Source: an optimization exercise on an open RTL-to-GDS flow (aim: small area). Production flows keep margins and buffers that such runs may drop.
The RTL was checked by simulation tests, not by an equivalence proof against the original design.
No activity file was given, so power comes from the tool's default toggle rates.

==> build 3 <==
==> flow/design.v <==
module wh8_core (
    input  wire       clk,
    input  wire       rst,
    input  wire       disp_valid,
    output wire       disp_ready,
    input  wire [1:0] disp_seg,
    input  wire [7:0] disp_pc,
    input  wire [7:0] disp_acc,
    input  wire [7:0] disp_x,
    input  wire [7:0] disp_y,
    input  wire       disp_z,
    input  wire [7:0] disp_ir,
    input  wire [7:0] disp_quantum,
    output wire       mem_req,
    output wire       mem_we,
    output wire [9:0] mem_addr,
    output wire [7:0] mem_wdata,
    input  wire       mem_ack,
    input  wire [7:0] mem_rdata,
    output wire       ret_valid,
    output wire       done_valid,
    output wire [2:0] done_cause,
    output wire [7:0] r_pc,
    output wire [7:0] r_acc,
    output wire [7:0] r_x,
    output wire [7:0] r_y,
    output wire       r_z,
    output wire [7:0] r_ir,
    output wire       con_valid,
    output wire [7:0] con_data
);
    localparam [3:0] S_IDLE  = 4'd0;
    localparam [3:0] S_FETCH = 4'd1;
    localparam [3:0] S_DEC   = 4'd2;
    localparam [3:0] S_ARG1  = 4'd3;
    localparam [3:0] S_ARG2  = 4'd4;
    localparam [3:0] S_READ  = 4'd5;
    localparam [3:0] S_WSTA  = 4'd6;
    localparam [3:0] S_WINC  = 4'd7;
    localparam [3:0] S_STR   = 4'd8;
    localparam [3:0] S_DH    = 4'd9;
    localparam [3:0] S_DT    = 4'd10;
    localparam [3:0] S_DO    = 4'd11;
    localparam [3:0] S_RET   = 4'd12;
    localparam [3:0] S_DONE  = 4'd13;
    reg [3:0] st;
    reg [7:0] pc, acc, x, y, ir, lo, qc;
    reg       z;
    reg [1:0] seg;
    reg [2:0] cause;
    reg       incop;    
    wire op_brk  = ir == 8'h00;
    wire op_adc  = ir == 8'h6D;
    wire op_sta  = ir == 8'h8D;
    wire op_ldyi = ir == 8'hA0;
    wire op_ldxi = ir == 8'hA2;
    wire op_ldai = ir == 8'hA9;
    wire op_ldya = ir == 8'hAC;
    wire op_ldaa = ir == 8'hAD;
    wire op_ldxa = ir == 8'hAE;
    wire op_bne  = ir == 8'hD0;
    wire op_nop  = ir == 8'hEA;
    wire op_cpx  = ir == 8'hEC;
    wire op_inc  = ir == 8'hEE;
    wire op_sys  = ir == 8'hFF;
    wire op_imm  = op_ldyi | op_ldxi | op_ldai | op_bne;
    wire op_abs  = op_adc | op_sta | op_ldya | op_ldaa | op_ldxa | op_cpx | op_inc;
    wire legal   = op_brk | op_nop | op_sys | op_imm | op_abs;
    wire xfer = mem_req & mem_ack;
    wire str_st = (st == S_STR);
    assign mem_req = (st == S_FETCH) | (st == S_ARG1) | (st == S_ARG2) | (st == S_READ) |
                     (st == S_WSTA) | (st == S_WINC) | str_st;
    assign mem_we  = (st == S_WSTA) | (st == S_WINC);
    wire use_lo = (st == S_READ) | mem_we | str_st;
    assign mem_addr  = {seg, use_lo ? lo : pc};
    wire [7:0] ir_inc = ir + 8'd1;
    assign mem_wdata = (st == S_WINC) ? ir_inc : acc;
    wire [7:0] kval = (st == S_DH) ? 8'd100 : 8'd10;
    wire [8:0] lsub = {1'b0, lo} - {1'b0, kval};
    wire       lge  = ~lsub[8];
    wire       y_ge10 = (y >= 8'd10);
    wire pc_inc_only = 1'b0;
    wire [7:0] pc_add = (st == S_ARG1 && op_bne && !z) ? mem_rdata : 8'd0;
    wire [7:0] pc_next = pc + pc_add + 8'd1;
    wire q_last = (qc == 8'd1);
    assign disp_ready = (st == S_IDLE);
    assign ret_valid  = (st == S_RET);
    assign done_valid = (st == S_DONE) | ((st == S_RET) & q_last);
    assign done_cause = cause;
    assign r_pc  = pc;
    assign r_acc = acc;
    assign r_x   = x;
    assign r_y   = y;
    assign r_z   = z;
    assign r_ir  = ir;
    assign con_valid = (str_st & xfer & (mem_rdata != 8'd0)) |
                       ((st == S_DH) & ~lge & (ir[3:0] != 4'd0)) |
                       ((st == S_DT) & ~lge & y_ge10) |
                       (st == S_DO);
    assign con_data  = str_st ? mem_rdata : {4'h3, (st == S_DO) ? lo[3:0] : ir[3:0]};
    reg fault;
    reg [2:0] fcause;
    always @(*) begin
        fault = 1'b0;
        fcause = 3'd0;
        case (st)
            S_DEC: begin
                if (!legal)      begin fault = 1'b1; fcause = 3'd3; end
                else if (op_brk) begin fault = 1'b1; fcause = 3'd1; end
                else if (op_sys && x != 8'd1 && x != 8'd2) begin fault = 1'b1; fcause = 3'd6; end
            end
            S_ARG2: if (xfer && mem_rdata != 8'd0) begin fault = 1'b1; fcause = 3'd5; end
            S_STR:  if (xfer && mem_rdata != 8'd0 && lo == 8'hFF) begin fault = 1'b1; fcause = 3'd7; end
            default: ;
        endcase
    end
    always @(posedge clk) begin
        if (rst) begin
            st <= S_IDLE;
        end else if (fault) begin
            st <= S_DONE;
            cause <= fcause;
            pc <= 8'd0; acc <= 8'd0; x <= 8'd0; y <= 8'd0; z <= 1'b0; ir <= 8'd0;
        end else begin
            case (st)
                S_IDLE: if (disp_valid) begin
                    seg <= disp_seg; pc <= disp_pc; acc <= disp_acc; x <= disp_x;
                    y <= disp_y; z <= disp_z; ir <= disp_ir; qc <= disp_quantum;
                    cause <= 3'd0;
                    st <= S_FETCH;
                end
                S_FETCH: if (xfer) begin
                    ir <= mem_rdata;
                    st <= S_DEC;
                end
                S_DEC: begin
                    lo <= y;
                    if (op_sys) begin
                        if (x == 8'd1) begin ir <= 8'd0; st <= S_DH; end
                        else st <= S_STR;
                    end else if (op_nop) begin
                        pc <= pc_next; st <= S_RET;
                    end else begin
                        pc <= pc_next; st <= S_ARG1;
                    end
                end
                S_ARG1: if (xfer) begin
                    lo <= mem_rdata;
                    if (op_ldai) acc <= mem_rdata;
                    if (op_ldxi) x <= mem_rdata;
                    if (op_ldyi) y <= mem_rdata;
                    pc <= pc_next;
                    st <= op_imm ? S_RET : S_ARG2;
                end
                S_ARG2: if (xfer) begin
                    st <= op_sta ? S_WSTA : S_READ;
                end
                S_READ: if (xfer) begin
                    if (op_ldaa) acc <= mem_rdata;
                    if (op_adc)  acc <= acc + mem_rdata;
                    if (op_ldxa) x <= mem_rdata;
                    if (op_ldya) y <= mem_rdata;
                    if (op_cpx)  z <= (mem_rdata == x);
                    if (op_inc) begin
                        ir <= mem_rdata;
                        st <= S_WINC;
                    end else begin
                        pc <= pc_next;
                        st <= S_RET;
                    end
                end
                S_WSTA: if (xfer) begin
                    pc <= pc_next; st <= S_RET;
                end
                S_WINC: if (xfer) begin
                    ir <= 8'hEE; pc <= pc_next; st <= S_RET;
                end
                S_STR: if (xfer) begin
                    lo <= lo + 8'd1;
                    if (mem_rdata == 8'd0) begin pc <= pc_next; st <= S_RET; end
                end
                S_DH: begin
                    if (lge) begin lo <= lsub[7:0]; ir <= ir_inc; end
                    else begin ir <= 8'd0; st <= S_DT; end
                end
                S_DT: begin
                    if (lge) begin lo <= lsub[7:0]; ir <= ir_inc; end
                    else st <= S_DO;
                end
                S_DO: begin
                    ir <= 8'hFF; pc <= pc_next; st <= S_RET;
                end
                S_RET: begin
                    if (qc != 8'd0) qc <= qc - 8'd1;
                    st <= q_last ? S_IDLE : S_FETCH;
                end
                S_DONE: st <= S_IDLE;
                default: st <= S_IDLE;
            endcase
        end
    end
endmodule
==> flow/flow/run.sh <==
#!/bin/bash
# Standard ORFS layout with an area-oriented ABC script, small port buffers
# and a lean clock tree. Each tool's full output goes to a log file in the
# folder this runs in.
set -uo pipefail
cd "$(dirname "$0")/.."
export FLOW_WORK="$PWD"
bash standard.sh \
  "SYNTH_SCRIPT=$PWD/flow/synth.tcl" \
  "BUFFER_PORTS_ARGS=-buffer_cell sky130_fd_sc_hd__buf_1" \
  "CTS_ARGS=-sink_clustering_enable -repair_clock_nets -dont_use_dummy_load -buf_list {sky130_fd_sc_hd__clkbuf_2 sky130_fd_sc_hd__clkbuf_4}" \
  finish > standard.log 2>&1
==> flow/flow/area.abc <==
strash
dc2
&get -n
&dch -f
&nf -a -R 1000
&put
==> flow/flow/synth.tcl <==
# The standard synthesis (synth_recipe.tcl), with ABC mapping for area:
# ORFS's abc call is given area.abc as its script and no delay target.
proc abc {args} {
  set i [lsearch -exact $args -script]
  if {$i >= 0} {
    set args [lreplace $args $i [expr {$i + 1}] -script $::env(FLOW_WORK)/flow/area.abc]
  }
  set j [lsearch -exact $args -D]
  if {$j >= 0} {
    set args [lreplace $args $j [expr {$j + 1}]]
  }
  yosys abc {*}$args
}
source $::env(FLOW_WORK)/synth_recipe.tcl
==> flow/standard.sh <==
#!/bin/bash
# synth_recipe.tcl (not shown) runs the flow's synth.tcl, then flattens the netlist and writes it again
# the make line also repeats each setting of config.mk as NAME=value (left out here)
make -C /OpenROAD-flow-scripts/flow DESIGN_CONFIG=/design/flow/config.mk WORK_HOME=/design/flow/orfs CLKGATE_MAP_FILE= SYNTH_SCRIPT=/design/flow/synth_recipe.tcl "${@:-finish}"
==> flow/config.mk <==
export PLATFORM = sky130hd
export DESIGN_NAME = wh8_core
export DESIGN_NICKNAME = wh8_core
export VERILOG_FILES = /design/flow/design.v
export SDC_FILE = /design/flow/constraint.sdc
export NUM_CORES = 4
export LEC_CHECK = 0
export ABC_AREA = 1
export CAP_MARGIN = 20
export CORE_MARGIN = 2
export CORE_UTILIZATION = 40
export SLEW_MARGIN = 20
==> flow/constraint.sdc <==
create_clock -name core_clock -period 10.0 [get_ports {clk}]
set_input_delay 2.0000 -clock core_clock [delete_from_list [all_inputs] [get_ports {clk}]]
set_output_delay 2.0000 -clock core_clock [all_outputs]
set_load 0.01 [all_outputs]
==> build 56: changes against build 3 <==
==> flow/flow/run.sh (replaced) <==
#!/bin/bash
# Standard ORFS layout with small port buffers and a lean clock tree.
# Each tool's full output goes to a log file in the folder this runs in.
set -uo pipefail
cd "$(dirname "$0")/.."
bash standard.sh \
  "BUFFER_PORTS_ARGS=-buffer_cell sky130_fd_sc_hd__buf_1" \
  "CTS_ARGS=-sink_clustering_enable -repair_clock_nets -dont_use_dummy_load -buf_list {sky130_fd_sc_hd__clkbuf_2 sky130_fd_sc_hd__clkbuf_4 sky130_fd_sc_hd__clkbuf_8}" \
  finish > standard.log 2>&1
removed: flow/flow/area.abc
removed: flow/flow/synth.tcl
==> trial 53: changes against build 3 <==
--- a/flow/flow/run.sh
+++ b/flow/flow/run.sh
@@ -9,4 +9,5 @@
   "SYNTH_SCRIPT=$PWD/flow/synth.tcl" \
+  "ADDER_MAP_FILE=" \
   "BUFFER_PORTS_ARGS=-buffer_cell sky130_fd_sc_hd__buf_1" \
-  "CTS_ARGS=-sink_clustering_enable -repair_clock_nets -dont_use_dummy_load -buf_list {sky130_fd_sc_hd__clkbuf_2 sky130_fd_sc_hd__clkbuf_4}" \
+  "CTS_ARGS=-sink_clustering_enable -repair_clock_nets -dont_use_dummy_load -buf_list {sky130_fd_sc_hd__clkbuf_2 sky130_fd_sc_hd__clkbuf_4 sky130_fd_sc_hd__clkbuf_8}" \
   finish > standard.log 2>&1
==> impl_results.html <==
<table>
<tr><th>Metric</th><th>Value</th></tr>
<tr><th colspan="2">Status</th></tr>
<tr><td>Run status</td><td>timing/DRC/antenna clean</td></tr>
<tr><th colspan="2">Synthesis</th></tr>
<tr><td>Library cells used by synthesis</td><td>41</td></tr>
<tr><td>Number of standard cells after synthesis</td><td>624</td></tr>
<tr><td>Adder and majority cell fraction of the synthesized area</td><td>7.48%</td></tr>
<tr><th colspan="2">Route</th></tr>
<tr><td>Drt wl/cell</td><td>20.9 um</td></tr>
<tr><th colspan="2">Power</th></tr>
<tr><td>Flop+latch power</td><td>0.000624 W</td></tr>
<tr><td>Internal power</td><td>0.000892 W</td></tr>
<tr><th colspan="2">Cells and area</th></tr>
<tr><td>NonClk Buf Share</td><td>10.1%</td></tr>
</table>
(the above is from build 3)
==> impl_results.html <==
<table>
<tr><th>Metric</th><th>Value</th></tr>
<tr><th colspan="2">Cells and area</th></tr>
<tr><td>NonClk Buf Share</td><td>10.8%</td></tr>
<tr><th colspan="2">Synthesis</th></tr>
<tr><td>Adder and majority cell fraction of the synthesized area</td><td>0.409%</td></tr>
<tr><td>Post-Syn Nets</td><td>662</td></tr>
<tr><td>Library cells used by synthesis</td><td>47</td></tr>
<tr><th colspan="2">Critical path</th></tr>
<tr><td>Largest delay contributor family on the critical path</td><td>simple AND/OR/NAND/NOR gates</td></tr>
<tr><th colspan="2">Route</th></tr>
<tr><td>Drt wl/cell</td><td>19.8 um</td></tr>
<tr><th colspan="2">Power</th></tr>
<tr><td>Internal power</td><td>0.000860 W</td></tr>
<tr><th colspan="2">Status</th></tr>
<tr><td>Run status</td><td>timing/DRC/antenna clean</td></tr>
</table>
(the above is from trial 53)
==> impl_results.html <==
<table>
<tr><th>Metric</th><th>Value</th></tr>
<tr><th colspan="2">Synthesis</th></tr>
<tr><td>Adder and majority cell fraction of the synthesized area</td><td>6.66%</td></tr>
<tr><td>Library cells used by synthesis</td><td>44</td></tr>
<tr><th colspan="2">Power</th></tr>
<tr><td>Internal power</td><td>0.000886 W</td></tr>
<tr><th colspan="2">Status</th></tr>
<tr><td>Run status</td><td>timing/DRC/antenna clean</td></tr>
<tr><th colspan="2">Route</th></tr>
<tr><td>Drt wl/cell</td><td>17.7 um</td></tr>
</table>
(the above is from build 56)

port drivers added, routing unchanged:
Ports are ideal in the flow. The routed layouts listed here were re-timed in OpenROAD.
Step 1 assumes that a clkbuf_16 drives the clock port and a buf_2 every other input.
Step 2 adds t to the input delays and takes it off the output delays; t is the mean of the earliest and latest rising clock arrival at the registers after step 1. Input paths then give back, and output paths get back, about the clock's delay inside the block.
Three values: ideal ports, drivers, drivers and shift; two values: the first two.
run	shift t [ns]	slack for setup (ns)	clock arrival spread, ns
build 3	0.466	4.002 / 3.966 / 4.432	0.038 / 0.038
build 56	0.399	4.454 / 4.435 / 4.435	0.022 / 0.022
trial 53	0.397	4.626 / 4.607 / 4.489	0.014 / 0.014
After both steps every run listed still meets setup and hold. The setup slack of trial 53, which loses most, moves by -0.019 ns with the drivers and by -0.137 ns with both steps.
